From an optimization exercise on the open Yosys and OpenROAD flow, aimed at small area; shortcuts taken in it are not production practice.
The RTL was checked by simulation tests, not by an equivalence proof against the original design.
Power is estimated from default activity; no workload was simulated.

==> design.v <==
module tzm_crc16_byte (
    input  wire [15:0] c,
    input  wire [7:0]  d,
    output wire [15:0] n
);
    wire [7:0] e = c[15:8] ^ d;
    assign n[0]  = e[0] ^ e[4];
    assign n[1]  = e[1] ^ e[5];
    assign n[2]  = e[2] ^ e[6];
    assign n[3]  = e[3] ^ e[7];
    assign n[4]  = e[4];
    assign n[5]  = e[0] ^ e[4] ^ e[5];
    assign n[6]  = e[1] ^ e[5] ^ e[6];
    assign n[7]  = e[2] ^ e[6] ^ e[7];
    assign n[8]  = c[0] ^ e[3] ^ e[7];
    assign n[9]  = c[1] ^ e[4];
    assign n[10] = c[2] ^ e[5];
    assign n[11] = c[3] ^ e[6];
    assign n[12] = c[4] ^ e[0] ^ e[4] ^ e[7];
    assign n[13] = c[5] ^ e[1] ^ e[5];
    assign n[14] = c[6] ^ e[2] ^ e[6];
    assign n[15] = c[7] ^ e[3] ^ e[7];
endmodule
module tzm_link (
    input  wire        clk,
    input  wire        rst,
    input  wire        tick,
    input  wire [9:0]  bus_addr,
    input  wire [31:0] bus_wdata,
    input  wire        bus_we,
    input  wire        bus_re,
    output reg  [31:0] bus_rdata,
    output wire        bus_ready,
    output wire        bus_err,
    output wire [7:0]  tx_data,
    output wire        tx_valid,
    input  wire        tx_ready,
    input  wire        tx_idle,
    input  wire [7:0]  rx_data,
    input  wire        rx_valid,
    output wire        rx_ready,
    input  wire        rx_avail,
    output reg         wake,
    output wire        irq
);
    localparam [7:0]  FRAME_MAX     = 8'd64;
    localparam [7:0]  PAYLOAD_MAX   = 8'd58;
    localparam [7:0]  SETTLE_TICKS  = 8'd20;
    localparam [23:0] POLL_SLEEP    = 24'd1000;
    localparam [7:0]  CMD_SEND_VLD  = 8'hA1;
    localparam [7:0]  CMD_INQ_FIRST = 8'hA2;
    localparam [7:0]  CMD_INQ_LAST  = 8'hA6;
    localparam [7:0]  CMD_SET_TEST  = 8'hA7;
    localparam [7:0]  RESP_DOWNLINK = 8'hB1;
    localparam [7:0]  RESP_ACK      = 8'hB2;
    localparam [7:0]  OP_BUILD     = 8'd1;
    localparam [7:0]  OP_SEND      = 8'd2;
    localparam [7:0]  OP_SEND_ACK  = 8'd3;
    localparam [7:0]  OP_POLL      = 8'd4;
    localparam [7:0]  OP_COPY_DL   = 8'd5;
    localparam [7:0]  OP_COPY_RESP = 8'd6;
    localparam [7:0]  OP_WAIT_DL   = 8'd7;
    localparam [3:0]  R_OK          = 4'd1;
    localparam [3:0]  R_INVALID_ARG = 4'd2;
    localparam [3:0]  R_NO_ACK      = 4'd3;
    localparam [3:0]  R_EMPTY       = 4'd4;
    localparam [3:0]  R_TRUNCATED   = 4'd5;
    localparam [3:0]  R_CRC         = 4'd6;
    localparam [3:0]  R_BAD_LENGTH  = 4'd7;
    localparam [3:0]  R_EXHAUSTED   = 4'd8;
    localparam [3:0]  R_ILLEGAL     = 4'd9;
    localparam [4:0]  P_IDLE       = 5'd0;
    localparam [4:0]  P_BUILD      = 5'd1;
    localparam [4:0]  P_BUILD_FIN  = 5'd2;
    localparam [4:0]  P_TX_SETTLE1 = 5'd3;
    localparam [4:0]  P_TX_BYTES   = 5'd4;
    localparam [4:0]  P_TX_FLUSH   = 5'd5;
    localparam [4:0]  P_TX_SETTLE2 = 5'd6;
    localparam [4:0]  P_RX_START   = 5'd7;
    localparam [4:0]  P_RX_HDR     = 5'd8;
    localparam [4:0]  P_RX_BODY    = 5'd9;
    localparam [4:0]  P_RX_CHECK   = 5'd10;
    localparam [4:0]  P_RX_END     = 5'd11;
    localparam [4:0]  P_RETRY_WAIT = 5'd12;
    localparam [4:0]  P_POLL_START = 5'd13;
    localparam [4:0]  P_POLL_SLEEP = 5'd14;
    localparam [4:0]  P_STORE      = 5'd15;
    localparam [4:0]  P_COPY       = 5'd16;
    reg [4:0]  phase;
    reg [7:0]  op, code, len;
    reg [7:0]  attempt, polls_left, polls;
    reg [23:0] timer;
    reg [6:0]  idx;         
    reg [6:0]  bidx;        
    reg [6:0]  need;        
    reg [6:0]  taken;       
    reg [3:0]  rxres;       
    reg [15:0] bcrc;        
    reg [15:0] rcrc;        
    reg        done, err_busy, irq_en;
    reg [31:0] result;
    reg [23:0] ack_timeout, retry_delay, poll_timeout;
    reg [7:0]  max_attempts;
    reg [15:0] crc_acc;
    reg [6:0]  dl_len, resp_len, frame_len;
    reg [7:0]  txbuf    [0:63];
    reg [7:0]  txframe  [0:63];
    reg [7:0]  rxwin    [0:63];
    reg [7:0]  dlslot   [0:63];
    reg [7:0]  respslot [0:63];
    reg [7:0]  stg      [0:63];
    wire busy = (phase != P_IDLE);
    wire       aligned = (bus_addr[1:0] == 2'b00);
    wire [7:0] widx    = bus_addr[9:2];
    wire       mapped  = (widx <= 8'd14) || (widx >= 8'd64);
    wire       wr      = bus_we && aligned;
    assign bus_ready = bus_we | bus_re;
    assign bus_err   = bus_ready && (!aligned || !mapped);
    always @* begin
        bus_rdata = 32'd0;
        if (bus_re && aligned) begin
            case (widx[7:6])
                2'd0: begin
                    case (widx[5:0])
                        6'd1:  bus_rdata = {26'd0, tx_idle, rx_avail, wake, err_busy, done, busy};
                        6'd2:  bus_rdata = result;
                        6'd3:  bus_rdata = {31'd0, irq_en};
                        6'd4:  bus_rdata = {8'd0, ack_timeout};
                        6'd5:  bus_rdata = {8'd0, retry_delay};
                        6'd6:  bus_rdata = {24'd0, max_attempts};
                        6'd7:  bus_rdata = {8'd0, poll_timeout};
                        6'd8:  bus_rdata = {16'd0, crc_acc};
                        6'd10: bus_rdata = {25'd0, dl_len};
                        6'd11: bus_rdata = {25'd0, resp_len};
                        6'd12: bus_rdata = {25'd0, frame_len};
                        6'd13: bus_rdata = {7'd0, 1'b1, SETTLE_TICKS, PAYLOAD_MAX, FRAME_MAX};
                        6'd14: bus_rdata = {8'd0, POLL_SLEEP};
                        default: bus_rdata = 32'd0;
                    endcase
                end
                2'd1: bus_rdata = {24'd0, txbuf[widx[5:0]]};
                2'd2: bus_rdata = {24'd0, txframe[widx[5:0]]};
                default: bus_rdata = {24'd0, rxwin[widx[5:0]]};
            endcase
        end
    end
    assign tx_valid = (phase == P_TX_BYTES);
    assign tx_data  = txframe[idx[5:0]];
    assign rx_ready = (phase == P_RX_HDR) || (phase == P_RX_BODY);
    assign irq      = done & irq_en;
    wire [15:0] host_crc_next;
    tzm_crc16_byte u_host_crc (.c(crc_acc), .d(bus_wdata[7:0]), .n(host_crc_next));
    wire [7:0] dl = len + 8'd3;
    wire [7:0] bbyte = (bidx == 7'd0) ? dl :
                       (bidx == 7'd1) ? code : txbuf[bidx[5:0] - 6'd2];
    wire [15:0] bcrc_next;
    tzm_crc16_byte u_build_crc (.c(bcrc), .d(bbyte), .n(bcrc_next));
    wire [15:0] rcrc_next;
    tzm_crc16_byte u_rx_crc (.c(rcrc), .d(rx_data), .n(rcrc_next));
    wire is_inq = (code >= CMD_INQ_FIRST) && (code <= CMD_INQ_LAST);
    wire legal  = ((code == CMD_SEND_VLD) && (len >= 8'd1) && (len <= PAYLOAD_MAX)) ||
                  (is_inq && (len == 8'd0)) ||
                  ((code == CMD_SET_TEST) && (len == 8'd1));
    wire [23:0] rx_window = (op == OP_SEND_ACK) ? ack_timeout : poll_timeout;
    wire [7:0]  polls_inc = (polls == 8'd255) ? 8'd255 : polls + 8'd1;
    wire [6:0]  copy_src_len = (op == OP_COPY_DL) ? dl_len : resp_len;
    wire [6:0]  copy_n = ({1'b0, len} < {1'b0, copy_src_len}) ? len[6:0] : copy_src_len;
    wire        stg_is_dl = (stg[3] == RESP_DOWNLINK);
    wire        hdr_last  = (taken == 7'd2);
    wire [7:0] cmd_op = bus_wdata[7:0];
    wire       cmd_illegal = (bus_wdata[31:24] != 8'd0) || (cmd_op == 8'd0) || (cmd_op > 8'd7);
    reg        cpl;
    reg [3:0]  c_res;
    reg [7:0]  c_rcode;
    reg [7:0]  c_count;
    reg        c_class;
    integer i;
    always @(posedge clk) begin
        cpl     = 1'b0;
        c_res   = 4'd0;
        c_rcode = 8'd0;
        c_count = 8'd0;
        c_class = 1'b0;
        if (rst) begin
            phase        <= P_IDLE;
            done         <= 1'b0;
            err_busy     <= 1'b0;
            irq_en       <= 1'b0;
            wake         <= 1'b1;
            result       <= 32'd0;
            ack_timeout  <= 24'd3000;
            retry_delay  <= 24'd60000;
            max_attempts <= 8'd3;
            poll_timeout <= 24'd3000;
            crc_acc      <= 16'd0;
            dl_len       <= 7'd0;
            resp_len     <= 7'd0;
            frame_len    <= 7'd0;
        end else begin
            if (wr) begin
                case (widx)
                    8'd0: begin  
                        if (busy) begin
                            err_busy <= 1'b1;
                        end else if (cmd_illegal) begin
                            result <= {cmd_op, 8'd0, 8'd0, 4'd0, R_ILLEGAL};
                            done   <= 1'b1;
                        end else begin
                            done <= 1'b0;
                            op   <= cmd_op;
                            code <= bus_wdata[15:8];
                            len  <= bus_wdata[23:16];
                            case (cmd_op)
                                OP_BUILD, OP_SEND, OP_SEND_ACK: begin
                                    bidx  <= 7'd0;
                                    bcrc  <= 16'd0;
                                    phase <= P_BUILD;
                                end
                                OP_COPY_DL, OP_COPY_RESP: phase <= P_COPY;
                                default: begin  
                                    polls_left <= bus_wdata[23:16];
                                    polls      <= 8'd0;
                                    phase      <= P_POLL_START;
                                end
                            endcase
                        end
                    end
                    8'd1: begin  
                        if (bus_wdata[1]) done     <= 1'b0;
                        if (bus_wdata[2]) err_busy <= 1'b0;
                    end
                    8'd3: irq_en <= bus_wdata[0];
                    8'd4: if (busy) err_busy <= 1'b1; else ack_timeout  <= bus_wdata[23:0];
                    8'd5: if (busy) err_busy <= 1'b1; else retry_delay  <= bus_wdata[23:0];
                    8'd6: if (busy) err_busy <= 1'b1; else max_attempts <= bus_wdata[7:0];
                    8'd7: if (busy) err_busy <= 1'b1; else poll_timeout <= bus_wdata[23:0];
                    8'd8: crc_acc <= bus_wdata[15:0];
                    8'd9: crc_acc <= host_crc_next;
                    default: begin
                        if (widx[7:6] == 2'd1) begin  
                            if (busy) err_busy <= 1'b1;
                            else      txbuf[widx[5:0]] <= bus_wdata[7:0];
                        end
                    end
                endcase
            end
            case (phase)
                P_BUILD: begin
                    if (!legal) begin
                        cpl = 1'b1; c_res = R_INVALID_ARG;
                    end else begin
                        txframe[bidx[5:0] + 6'd2] <= bbyte;
                        bcrc <= bcrc_next;
                        bidx <= bidx + 7'd1;
                        if (bidx == len[6:0] + 7'd1)
                            phase <= P_BUILD_FIN;
                    end
                end
                P_BUILD_FIN: begin
                    txframe[0] <= 8'hFA;
                    txframe[1] <= 8'hF5;
                    txframe[len[5:0] + 6'd4] <= bcrc[15:8];
                    txframe[len[5:0] + 6'd5] <= bcrc[7:0];
                    frame_len <= len[6:0] + 7'd6;
                    attempt   <= 8'd1;
                    if (op == OP_BUILD) begin
                        cpl = 1'b1; c_res = R_OK; c_count = len + 8'd6;
                    end else if (op == OP_SEND_ACK && max_attempts == 8'd0) begin
                        cpl = 1'b1; c_res = R_NO_ACK;
                    end else begin
                        wake  <= 1'b0;
                        timer <= {16'd0, SETTLE_TICKS};
                        phase <= P_TX_SETTLE1;
                    end
                end
                P_TX_SETTLE1: begin
                    if (tick) begin
                        timer <= timer - 24'd1;
                        if (timer == 24'd1) begin
                            idx   <= 7'd0;
                            phase <= P_TX_BYTES;
                        end
                    end
                end
                P_TX_BYTES: begin
                    if (tx_ready) begin
                        idx <= idx + 7'd1;
                        if (idx == frame_len - 7'd1)
                            phase <= P_TX_FLUSH;
                    end
                end
                P_TX_FLUSH: begin
                    if (tx_idle) begin
                        timer <= {16'd0, SETTLE_TICKS};
                        phase <= P_TX_SETTLE2;
                    end
                end
                P_TX_SETTLE2: begin
                    if (tick) begin
                        timer <= timer - 24'd1;
                        if (timer == 24'd1) begin
                            wake <= 1'b1;
                            if (op == OP_SEND) begin
                                cpl = 1'b1; c_res = R_OK; c_count = 8'd1;
                            end else begin
                                phase <= P_RX_START;
                            end
                        end
                    end
                end
                P_RX_START: begin
                    taken <= 7'd0;
                    rcrc  <= 16'd0;
                    if (rx_window == 24'd0) begin
                        rxres <= R_TRUNCATED;
                        phase <= P_RX_END;
                    end else begin
                        timer <= rx_window;
                        phase <= P_RX_HDR;
                    end
                end
                P_RX_HDR: begin
                    if (rx_valid) begin
                        stg[taken[5:0]] <= rx_data;
                        taken <= taken + 7'd1;
                        if (taken >= 7'd2) rcrc <= rcrc_next;
                        if (hdr_last) begin
                            if (rx_data < 8'd3 || rx_data > 8'd61) begin
                                rxres <= R_BAD_LENGTH;
                                phase <= P_RX_END;
                            end else begin
                                need  <= rx_data[6:0];
                                timer <= rx_window;
                                phase <= P_RX_BODY;
                            end
                        end
                    end
                    if (tick && !(rx_valid && hdr_last)) begin
                        timer <= timer - 24'd1;
                        if (timer == 24'd1) begin
                            rxres <= R_TRUNCATED;
                            phase <= P_RX_END;
                        end
                    end
                end
                P_RX_BODY: begin
                    if (rx_valid) begin
                        stg[taken[5:0]] <= rx_data;
                        taken <= taken + 7'd1;
                        rcrc  <= rcrc_next;
                        need  <= need - 7'd1;
                        if (need == 7'd1)
                            phase <= P_RX_CHECK;
                    end
                    if (tick && !(rx_valid && need == 7'd1)) begin
                        timer <= timer - 24'd1;
                        if (timer == 24'd1) begin
                            rxres <= R_TRUNCATED;
                            phase <= P_RX_END;
                        end
                    end
                end
                P_RX_CHECK: begin
                    rxres <= (rcrc == 16'd0) ? R_OK : R_CRC;
                    phase <= P_RX_END;
                end
                P_RX_END: begin
                    if (op == OP_SEND_ACK) begin
                        if (rxres == R_OK && stg[3] == RESP_ACK) begin
                            cpl = 1'b1; c_res = R_OK; c_rcode = RESP_ACK; c_count = attempt;
                        end else if (attempt < max_attempts) begin
                            attempt <= attempt + 8'd1;
                            if (retry_delay == 24'd0) begin
                                wake  <= 1'b0;
                                timer <= {16'd0, SETTLE_TICKS};
                                phase <= P_TX_SETTLE1;
                            end else begin
                                timer <= retry_delay;
                                phase <= P_RETRY_WAIT;
                            end
                        end else begin
                            cpl = 1'b1; c_res = R_NO_ACK; c_count = max_attempts;
                        end
                    end else if (rxres == R_OK) begin
                        phase <= P_STORE;
                    end else if (op == OP_POLL) begin
                        cpl = 1'b1; c_res = rxres; c_count = {1'b0, taken};
                    end else begin
                        polls <= polls_inc;
                        timer <= POLL_SLEEP;
                        phase <= P_POLL_SLEEP;
                    end
                end
                P_RETRY_WAIT: begin
                    if (tick) begin
                        timer <= timer - 24'd1;
                        if (timer == 24'd1) begin
                            wake  <= 1'b0;
                            timer <= {16'd0, SETTLE_TICKS};
                            phase <= P_TX_SETTLE1;
                        end
                    end
                end
                P_POLL_START: begin
                    if (op == OP_WAIT_DL && polls_left == 8'd0) begin
                        cpl = 1'b1; c_res = R_EXHAUSTED;
                    end else if (!rx_avail) begin
                        if (op == OP_POLL) begin
                            cpl = 1'b1; c_res = R_EMPTY;
                        end else begin
                            polls <= polls_inc;
                            timer <= POLL_SLEEP;
                            phase <= P_POLL_SLEEP;
                        end
                    end else begin
                        phase <= P_RX_START;
                    end
                end
                P_POLL_SLEEP: begin
                    if (tick) begin
                        timer <= timer - 24'd1;
                        if (timer == 24'd1) begin
                            polls_left <= polls_left - 8'd1;
                            if (polls_left == 8'd1) begin
                                cpl = 1'b1; c_res = R_EXHAUSTED; c_count = polls;
                            end else begin
                                phase <= P_POLL_START;
                            end
                        end
                    end
                end
                P_STORE: begin
                    if (stg_is_dl) begin
                        for (i = 0; i < 64; i = i + 1)
                            if (i < taken) dlslot[i] <= stg[i];
                        dl_len <= taken;
                    end else begin
                        for (i = 0; i < 64; i = i + 1)
                            if (i < taken) respslot[i] <= stg[i];
                        resp_len <= taken;
                    end
                    if (op == OP_POLL) begin
                        cpl = 1'b1; c_res = R_OK; c_rcode = stg[3];
                        c_count = {1'b0, taken}; c_class = stg_is_dl;
                    end else begin
                        polls <= polls_inc;
                        if (stg_is_dl) begin
                            cpl = 1'b1; c_res = R_OK; c_rcode = stg[3];
                            c_count = polls_inc; c_class = 1'b1;
                        end else begin
                            phase <= P_POLL_START;
                        end
                    end
                end
                P_COPY: begin
                    for (i = 0; i < 64; i = i + 1)
                        if (i < copy_n)
                            rxwin[i] <= (op == OP_COPY_DL) ? dlslot[i] : respslot[i];
                    cpl = 1'b1; c_res = R_OK; c_count = {1'b0, copy_n};
                end
                default: ;
            endcase
            if (cpl) begin
                result <= {op, c_count, c_rcode, 3'd0, c_class, c_res};
                done   <= 1'b1;
                phase  <= P_IDLE;
            end
        end
    end
endmodule
==> run.sh <==
#!/bin/bash
# synth_recipe.tcl (not shown) runs the flow's synth.tcl, then flattens the netlist and writes it again
# the make line also repeats each setting of config.mk as NAME=value (left out here)
make -C /OpenROAD-flow-scripts/flow DESIGN_CONFIG=/design/flow/config.mk WORK_HOME=/design/flow/orfs CLKGATE_MAP_FILE= SYNTH_SCRIPT=/design/flow/synth_recipe.tcl finish
==> config.mk <==
export PLATFORM = sky130hd
export DESIGN_NAME = tzm_link
export DESIGN_NICKNAME = tzm_link
export VERILOG_FILES = /design/flow/design.v
export SDC_FILE = /design/flow/constraint.sdc
export NUM_CORES = 4
export LEC_CHECK = 0
export CAP_MARGIN = 20
export CORE_MARGIN = 2
export CORE_UTILIZATION = 40
export SLEW_MARGIN = 20
==> constraint.sdc <==
create_clock -name core_clock -period 10.0 [get_ports {clk}]
set_input_delay 2.0000 -clock core_clock [delete_from_list [all_inputs] [get_ports {clk}]]
set_output_delay 2.0000 -clock core_clock [all_outputs]
set_load 0.01 [all_outputs]
==> flow_metrics.env <==
export IMPL_hold_buffers=0
export IMPL_power_density_mw_per_mm2=187
export IMPL_final_fill_count=31600
export IMPL_synthArstFlopShare=0
export IMPL_start_kind="input pin"
export IMPL_drv_cap=0
export IMPL_arrival_ps=7340
export IMPL_most_common_layout_cells="3208 x edfxtp_1, 2425 x nand2_1, 776 x nor2_1, 632 x mux4_2, 546 x a21oi_1"
export IMPL_synthSimpleGateAreaFrac=0.108
export IMPL_finalPower_uw=30800
export IMPL_cts_buffers=356
export IMPL_synth_xor_area_share=0.00967
export IMPL_clock_path_buffers=4
export IMPL_num_rows=221
export IMPL_period_share=0.934
export IMPL_timing_hold_ws_ps=378
export IMPL_vias=96700
export IMPL_hpwl_um=411000
export IMPL_slew_headroom=0.196
export IMPL_grt_use_total=0.312
export IMPL_dieArea_mm2=0.367
export IMPL_criticalPathCategory="input pin to output pin"
export IMPL_synthMuxAreaShare=0.105
export IMPL_avgSynthCellArea_um2=13.9
export IMPL_postRouteAntennaNets=0
export IMPL_finalHoldViolations=0
export IMPL_ctsRootBufferMaster="clkbuf_16"
export IMPL_synth_adder_area_share=0.00362
export IMPL_clk_latency_ps=990
export IMPL_io_pins=105
export IMPL_drt_pass1_iterations=6
export IMPL_area_growth_pct=13.9
export IMPL_cts_sink_count=3369
export IMPL_drc=0
export IMPL_finClkSkew_ps=108
export IMPL_drt_iter0_drc=14100
export IMPL_yosys_warnings=4
export IMPL_fin_nets=10800
export IMPL_gp_congestion=1.01
export IMPL_yosysSeqAreaShare=0.686
export IMPL_synth_cell_types=100
export IMPL_maxSlewViolCount=0
export IMPL_synth_main_ff_cell="edfxtp_1"
export IMPL_ir_worst_vdd_mv=0.194
export IMPL_die_h_um=606
export IMPL_hold_class="flop to flop"
export IMPL_worst_endpoint_required_ps=8000
export IMPL_grt_overflow_total=0
export IMPL_ctsResizeCount=0
export IMPL_wire_per_inst_um=36.6
export IMPL_syn_inst=10400
export IMPL_grt_pass1_wl_um=782000
export IMPL_rsz0062_at_grt="false"
export IMPL_layout_commonest_cell="edfxtp_1"
export IMPL_status="finished clean"
export IMPL_max_freq_mhz=107
export IMPL_drive_gt1_frac=0.161
export IMPL_syn_nets=10500
export IMPL_timing_setup_tns_ps=0
export IMPL_synth_top_family_by_area="simple AND/OR/NAND/NOR gates"
export IMPL_regArea_mm2=0.0996
export IMPL_cts_tree="built"
export IMPL_clk_pin_slew_worst_paths_ps=60
export IMPL_multi_input_area_mm2=0.0433
export IMPL_core_area_mm2=0.362
export IMPL_finalSetupViolCount=0
export IMPL_htreeDepth=5
export IMPL_drt_wl_total_um=580000
export IMPL_postCtsSetupBuffers=0
export IMPL_crit_fanout=45
export IMPL_vias_per_cell=6.11
export IMPL_worstSetupEndpointType="output pin"
export IMPL_tightest_slew_ps=1200
export IMPL_antenna_found_initial=65
export IMPL_synth_edf_count=3208
export IMPL_die_w_um=606
export IMPL_synth_compound_area_share=0.0676
export IMPL_start_util=0.401
export IMPL_syn_area_mm2=0.145
export IMPL_grt_pass1_vias=91500
export IMPL_leakage_uw=0.0545
export IMPL_ys_ff_latch=3369
export IMPL_grt_max_degree=165
export IMPL_port_buffer_count=104
export IMPL_period_needed_ps=9340
[through the flow]
step           utilization  cell area, um2  setup slack [ps]  cells
3_5_place_dp         0.424          153000              1050  15100
2_1_floorplan            -          145000              3130  10400
4_1_cts              0.456          165000              1030  15800
5_1_grt              0.456          165000               818  15800
6_report             0.457          165000               661  15800
3_3_place_gp         0.424          153000              51.2  15100
[flip-flops by register name, summed over array words and instances (netlist names), 16 cells and up, named ones only]
signal and flops:
txframe 512, crc_acc 16, rxwin 512, txbuf 512, timer 24, retry_delay 24
stg 512, ack_timeout 24, dlslot 512, respslot 512, rcrc 16, bcrc 16
poll_timeout 24, result 29
[synthesized netlist by cell type (8+ instances only)]
| master | number | share of area |
|---|---|---|
| nor2b_1 | 23 | 0.00099 |
| o311ai_0 | 8 | 0.00048 |
| a21o_1 | 9 | 0.00047 |
| dfxtp_1 | 161 | 0.022 |
| buf_2 | 46 | 0.0016 |
| o22ai_1 | 30 | 0.0013 |
| mux2i_1 | 60 | 0.0041 |
| or4_1 | 10 | 0.00052 |
| o21ai_1 | 14 | 0.00048 |
| o21ai_0 | 463 | 0.016 |
| nand2_1 | 2429 | 0.063 |
| nor4_1 | 60 | 0.0026 |
| edfxtp_1 | 3208 | 0.66 |
| a211oi_1 | 38 | 0.0020 |
| nand4_1 | 76 | 0.0033 |
| buf_1 | 79 | 0.0020 |
| buf_4 | 20 | 0.0010 |
| a221oi_1 | 49 | 0.0030 |
| xor2_1 | 57 | 0.0034 |
| nor3_1 | 159 | 0.0055 |
| and2_1 | 28 | 0.0012 |
| o21a_1 | 8 | 0.00041 |
| buf_6 | 11 | 0.00085 |
| inv_1 | 80 | 0.0021 |
| ha_1 | 42 | 0.0036 |
| nand2b_1 | 22 | 0.00095 |
| nor2_1 | 809 | 0.021 |
| a21oi_1 | 551 | 0.019 |
| a22o_1 | 41 | 0.0025 |
| clkbuf_1 | 441 | 0.011 |
| a22oi_1 | 263 | 0.014 |
| o211ai_1 | 17 | 0.00088 |
| or3_1 | 24 | 0.0010 |
| a31oi_1 | 29 | 0.0013 |
| mux2_2 | 20 | 0.0016 |
| mux4_2 | 632 | 0.098 |
| o2bb2ai_1 | 10 | 0.00060 |
| and3_1 | 27 | 0.0012 |
| nand3_1 | 131 | 0.0045 |
| xnor2_1 | 90 | 0.0054 |
| a311oi_1 | 24 | 0.0014 |
| o31ai_1 | 8 | 0.00041 |
[final cells by class]
cell class / count / share of cell area
repair buffers: 523 / 0.0260
clock inverters: 213 / 0.0135
diodes: 27 / 0.000409
multi-input cells: 6378 / 0.262
clock buffers: 446 / 0.0569
flip-flops and latches: 3369 / 0.603
inverters: 82 / 0.00186
well taps: 4794 / 0.0363
[per-layer routing]
metal | global-route usage | vias to the layer above | share of wire
li1 | - | 40000 | -
met1 | 0.385 | 49300 | 0.36
met2 | 0.499 | 5958 | 0.47
met3 | 0.0574 | 1360 | 0.086
met4 | 0.217 | 42 | 0.085
met5 | 0 | - | 0.00051
[final timing paths]
check                                       to         from  depth (start not counted)  slack (ps)
worst max-delay path              bus_rdata[0]  bus_addr[3]                         13         660
worst min-delay path            respslot[1][6]    stg[1][6]                          0         380
worst max register to register     rxwin[1][2]        op[4]                         17        2780
worst min register to register  respslot[1][6]    stg[1][6]                          0         380
[where the power goes]
part,switching (uW),internal [uW]
sequential,76.1,15500
combinational,1280,608
clock,5710,7600
[critical path, stage by stage]
cell             delay (ps)
buf_8                   330
nand2b_2                880
nor2_1                  110
buf_4                   250
a22o_1                  270
a221oi_1                610
nand3_1                 170
nor3_1                  530
a21oi_1                 300
nor3_1                  720
nor2_1                  290
buf_4                   220
clkdlybuf4s50_1         470
[kinds of logic (layout without fill, tap and decap cells)]
logic type                 count (synthesis)  in the layout
AOI/OAI and AO/OA                       1620           1620
xor gates and xnor gates                 153            153
adders and majority gates                 42             42
buffers and inverters                    683           1264
DFF                                     3369           3369
muxes                                    719            719
other                                      0             27
and+or+nand+nor                         3844           3844

afterwards: timing with drivers on the ports:
How much do the figures lean on ideal ports? The routed layout below was timed once more, with nothing changed but the port constraints. Step 1 (the two cells are an assumption about what drives the block):
set clk [get_ports {clk}]
set_driving_cell -lib_cell sky130_fd_sc_hd__clkbuf_16 $clk
set_driving_cell -lib_cell sky130_fd_sc_hd__buf_2 [delete_from_list [all_inputs] $clk]
Step 2 moves the port delays by t, midway between the first and last clock arrival at a register: inputs arrive t later, outputs are due t later. That takes back most of the time a late clock gives input paths. a / b / c = ideal / step 1 / step 2; a / b = the first two.
t, ns: 1.054
setup slack, ns: 0.661 / 0.586 / 0.586
hold slack, ns: 0.378 / 0.378 / 0.378
worst setup path after step 2: input to output
worst data-port slew with drivers (ns): 0.07
After both steps this run still meets setup and hold. The setup slack of this run moves by -0.075 ns with the drivers and by -0.075 ns with both steps.
